This is an optimization exercise on Yosys and OpenROAD, whose aim is small area, not a production implementation.
The RTL was checked by simulation tests, not by an equivalence proof against the original design.
Power is estimated from default activity; no workload was simulated.

## build 79
Design pxar_softtbm_decoder, start of the top module:
module pxar_softtbm_decoder (
    input  wire        clk,
    input  wire        rst,             
    input  wire        cfg_invert,      
    input  wire        cfg_readback,    
    input  wire [7:0]  cfg_chain_len,   
    input  wire [7:0]  cfg_chain_off,   
    input  wire        in_valid,
    input  wire [15:0] in_word,
    output reg         pix_valid,
    output wire [7:0]  pix_roc,
    output wire [5:0]  pix_col,
    output wire [6:0]  pix_row,
    output wire [7:0]  pix_value,
    output reg         evt_valid,
    output reg         evt_keep,
    output wire [15:0] evt_header,
    output wire [15:0] evt_trailer,
    output wire [15:0] evt_errors,
    output reg         rb_valid,
    output wire [3:0]  rb_slot,
    output wire [15:0] rb_word,
    input  wire [4:0]  stat_sel,
    input  wire        stat_clear,
    output reg  [31:0] stat_data
);
Settings: LEC_CHECK=0, CAP_MARGIN=20, CORE_MARGIN=2, CORE_UTILIZATION=40, SLEW_MARGIN=20; clock period 10.0 ns.
run.sh (not shown) runs the stock make flow with config.mk's settings and CLKGATE_MAP_FILE= SYNTH_SCRIPT=/design/flow/synth_recipe.tcl, a recipe that flattens the netlist after the stock synthesis.
Modified inputs, build 92 compared to build 79
Settings: swapping 40 for 55 in CORE_UTILIZATION; putting PLACE_DENSITY at 0.7 where nothing was set.
==> flow/flow/run.sh (new file) <==
#!/bin/bash
# The standard layout (standard.sh, unchanged synthesis), with two changes
# to how cells are chosen:
#  - port buffers are the smallest buffer instead of a delay buffer;
#  - clock tree: small clock buffers, larger sink clusters, no dummy loads.
# The full make output goes to flow.log in this folder.
set -euo pipefail
export BUFFER_PORTS_ARGS="-buffer_cell sky130_fd_sc_hd__buf_1"
export CTS_ARGS="-sink_clustering_enable -repair_clock_nets -dont_use_dummy_load -sink_clustering_size 16 -sink_clustering_max_diameter 55 -buf_list {sky130_fd_sc_hd__clkbuf_4 sky130_fd_sc_hd__clkbuf_8}"
bash standard.sh finish > flow.log 2>&1
==> flow/standard.sh (new file) <==
#!/bin/bash
# synth_recipe.tcl (not shown) runs the flow's synth.tcl, then flattens the netlist and writes it again
# the make line also repeats each setting of config.mk as NAME=value (left out here)
make -C /OpenROAD-flow-scripts/flow DESIGN_CONFIG=/design/flow/config.mk WORK_HOME=/design/flow/orfs CLKGATE_MAP_FILE= SYNTH_SCRIPT=/design/flow/synth_recipe.tcl "${@:-finish}"
removed: flow/run.sh
### Flow results
- Going from build 79 to build 92, switching component of the power -about 21%, final worst-path cycle share -2.4 points, total routed wirelength -8300 um, register-to-register slack +20 ps.
- Summary: with build 79 as the reference, total power in build 92 moved down by more than 10%.
- The lower global-route usage of build 79 and build 92 is in build 79.
- Side by side, post-route worst setup slack turned out higher in build 92 than in build 79.
- Between build 92 and build 79, it is build 92 whose number of antenna violations at the first check in global routing is lower, by 4.
- Taking build 79 as the reference point, the maximum frequency of build 92 rises by about 2.6%.
- Comparing build 92 with build 79, the worst hold slack came out essentially unchanged.
What build 51 does differently from build 92 at the input level:
-- flow/flow/run.sh --
<<< build 92, line 8
export BUFFER_PORTS_ARGS="-buffer_cell sky130_fd_sc_hd__buf_1"
export CTS_ARGS="-sink_clustering_enable -repair_clock_nets -dont_use_dummy_load -sink_clustering_size 16 -sink_clustering_max_diameter 55 -buf_list {sky130_fd_sc_hd__clkbuf_4 sky130_fd_sc_hd__clkbuf_8}"
bash standard.sh finish > flow.log 2>&1
>>> build 51, line 8
export BUFFER_PORTS_ARGS="-buffer_cell sky130_fd_sc_hd__buf_1"
export CTS_ARGS="-sink_clustering_enable -repair_clock_nets -dont_use_dummy_load -sink_clustering_size 30 -sink_clustering_max_diameter 60 -buf_list {sky130_fd_sc_hd__clkbuf_16}"
bash standard.sh finish > flow.log 2>&1
## What came out
Sequential share of cell area for build 51: 0.53 points down relative to build 92
Relative to build 92, the final cell area reported for build 51 is higher.
Build 92 finished every step from synthesis to the final layout, and the layout passed the timing, design-rule and antenna checks.
Build 51: no failed stages, no open violations at the end
Delta (build 51 minus build 92): core occupancy in the finished layout up 0.58 points, clock power went up 20%, combinational group share of total power lower, cell internal power dissipation higher, worst setup slack up 5.1 ps.
Diff build 92 -> build 51 | synthesis-to-layout area growth | increase of 1.0 points
As of build 51, static leakage power had risen slightly compared to build 92.
Going from build 92 to build 51, overall power consumption grew by a few percent.
### build 51 -> build 81
Settings: a change of PLACE_DENSITY from 0.7 to 0.8; a change of CORE_UTILIZATION from 55 to 68.
-- flow/flow/run.sh --
<<< build 51, line 8
export BUFFER_PORTS_ARGS="-buffer_cell sky130_fd_sc_hd__buf_1"
export CTS_ARGS="-sink_clustering_enable -repair_clock_nets -dont_use_dummy_load -sink_clustering_size 30 -sink_clustering_max_diameter 60 -buf_list {sky130_fd_sc_hd__clkbuf_16}"
bash standard.sh finish > flow.log 2>&1
>>> build 81, line 8
export BUFFER_PORTS_ARGS="-buffer_cell sky130_fd_sc_hd__buf_1"
export CTS_ARGS="-sink_clustering_enable -repair_clock_nets -dont_use_dummy_load -sink_clustering_size 16 -sink_clustering_max_diameter 55 -buf_list {sky130_fd_sc_hd__clkbuf_4 sky130_fd_sc_hd__clkbuf_8}"
bash standard.sh finish > flow.log 2>&1
Notes after the runs:
For build 81 and build 51, there was not a single run that failed to finish clean.
In build 81 the worst setup slack turned out 170 ps lower than in build 51.
Summary — clock network power share, build 81 relative to build 51: lower, by 5.0 points.
On build 81: final critical delay including setup and external delays is 170 ps higher than what build 51 gave.
On final cell count: build 81 sits below build 51.

* * *

Starting RTL as in the previous note.
==> flow/config.mk <==
export PLATFORM = sky130hd
export DESIGN_NAME = pxar_softtbm_decoder
export DESIGN_NICKNAME = pxar_softtbm_decoder
export VERILOG_FILES = /design/flow/design.v
export SDC_FILE = /design/flow/constraint.sdc
export NUM_CORES = 4
export LEC_CHECK = 0
export CAP_MARGIN = 20
export CORE_MARGIN = 2
export CORE_UTILIZATION = 55
export PLACE_DENSITY = 0.7
export SLEW_MARGIN = 20
==> flow/constraint.sdc <==
create_clock -name core_clock -period 10.0 [get_ports {clk}]
set_input_delay 2.0000 -clock core_clock [delete_from_list [all_inputs] [get_ports {clk}]]
set_output_delay 2.0000 -clock core_clock [all_outputs]
set_load 0.01 [all_outputs]
standard.sh (not shown) runs the stock make flow with config.mk's settings and CLKGATE_MAP_FILE= SYNTH_SCRIPT=/design/flow/synth_recipe.tcl, a recipe that flattens the netlist after the stock synthesis.
==> flow/flow/run.sh <==
#!/bin/bash
# The standard layout (standard.sh, unchanged synthesis), with two changes
# to how cells are chosen:
#  - port buffers are the smallest buffer instead of a delay buffer;
#  - clock tree: small clock buffers, larger sink clusters, no dummy loads;
#  - the buffers ABC adds are removed at floorplan (repair adds what is needed).
# The full make output goes to flow.log in this folder.
set -euo pipefail
export BUFFER_PORTS_ARGS="-buffer_cell sky130_fd_sc_hd__buf_1"
export REMOVE_ABC_BUFFERS=1
export CTS_ARGS="-sink_clustering_enable -repair_clock_nets -dont_use_dummy_load -sink_clustering_size 16 -sink_clustering_max_diameter 55 -buf_list {sky130_fd_sc_hd__clkbuf_4 sky130_fd_sc_hd__clkbuf_8}"
bash standard.sh finish > flow.log 2>&1
The baseline produced a clean layout.
Edit:
==> flow/flow/run.sh (replaced) <==
#!/bin/bash
# The standard layout (standard.sh, unchanged synthesis), with two changes
# to how cells are chosen:
#  - port buffers are the smallest buffer instead of a delay buffer;
#  - clock tree: small clock buffers, larger sink clusters, no dummy loads.
# The full make output goes to flow.log in this folder.
set -euo pipefail
export BUFFER_PORTS_ARGS="-buffer_cell sky130_fd_sc_hd__buf_1"
export CTS_ARGS="-sink_clustering_enable -repair_clock_nets -dont_use_dummy_load -sink_clustering_size 16 -sink_clustering_max_diameter 55 -buf_list {sky130_fd_sc_hd__clkbuf_4 sky130_fd_sc_hd__clkbuf_8}"
bash standard.sh finish > flow.log 2>&1
- CORE_UTILIZATION: 55 -> 68
- GPL_TIMING_DRIVEN: default -> 0
- PLACE_DENSITY: 0.7 -> 0.8
After rerunning:
- The changed run produced a clean layout
- die area is lower by 19%
- total power came out lower by 0.59%
- cell count decreases by 1.4%
- cell area barely changes
- synthesized cell count stays the same
- clock skew is lower by 0.034 ns
- worst setup slack loses 0.33 ns
Edit:
- CAP_MARGIN: 20 -> 5
- SLEW_MARGIN: 20 -> 5
Outcome: The new run produced a clean layout. Setup slack got worse by 0.023 ns. Die area is unchanged. Sequential share of layout area is about the same. Non-clock buffer count fell by 1. Hold slack got worse by 0.018 ns. Synthesized area is unchanged. Routed wire length barely changes. Final cell count does not change.
Edit:
--- a/flow/flow/run.sh
+++ b/flow/flow/run.sh
@@ -8,3 +8,3 @@
 export BUFFER_PORTS_ARGS="-buffer_cell sky130_fd_sc_hd__buf_1"
-export CTS_ARGS="-sink_clustering_enable -repair_clock_nets -dont_use_dummy_load -sink_clustering_size 16 -sink_clustering_max_diameter 55 -buf_list {sky130_fd_sc_hd__clkbuf_4 sky130_fd_sc_hd__clkbuf_8}"
+export CTS_ARGS="-sink_clustering_enable -repair_clock_nets -dont_use_dummy_load -sink_clustering_size 20 -sink_clustering_max_diameter 45 -buf_list {sky130_fd_sc_hd__clkbuf_4 sky130_fd_sc_hd__clkbuf_8}"
 bash standard.sh finish > flow.log 2>&1
- CAP_MARGIN: 5 -> 20
- CORE_UTILIZATION: 68 -> 55
- GPL_TIMING_DRIVEN: 0 -> default
- PLACE_DENSITY: 0.8 -> 0.7
- SLEW_MARGIN: 5 -> 20
Outcome: Synthesized area stays the same; via count fell by 7.7%; die area goes up by 23%.

## static timing again, ports no longer ideal
Ports are ideal in the flow. The routed layouts listed here were re-timed in OpenROAD.
Step 1: set_driving_cell puts a clkbuf_16 on clk and a buf_2 on each other input, an assumption about the parent block.
Step 2 also shifts input and output timing later by t, the mid clock arrival at the registers, as if the neighbouring blocks saw the same clock.
a / b / c = ideal / step 1 / step 2; a / b = the first two.
run	shift t [ns]	slack for setup (ns)	clock arrival spread, ns
build 79	0.754	0.370 / 0.228 / 0.228	0.048 / 0.049
build 92	0.762	0.614 / 0.514 / 0.514	0.085 / 0.085
build 51	0.686	0.620 / 0.518 / 0.518	0.083 / 0.083
build 81	0.736	0.453 / 0.453 / 0.453	0.122 / 0.123
the first run of note 2	0.754	0.606 / 0.606 / 0.494	0.118 / 0.118
the second run of note 2	0.754	0.279 / 0.247 / -0.056	0.096 / 0.097
the third run of note 2	0.752	0.256 / 0.215 / -0.130	0.089 / 0.090
the fourth run of note 2	0.811	0.617 / 0.513 / 0.513	0.118 / 0.119
With both steps, setup timing fails in the second run of note 2 and the third run of note 2, where it was met with ideal ports. The setup slack of the third run of note 2, which loses most, moves by -0.041 ns with the drivers and by -0.386 ns with both steps.
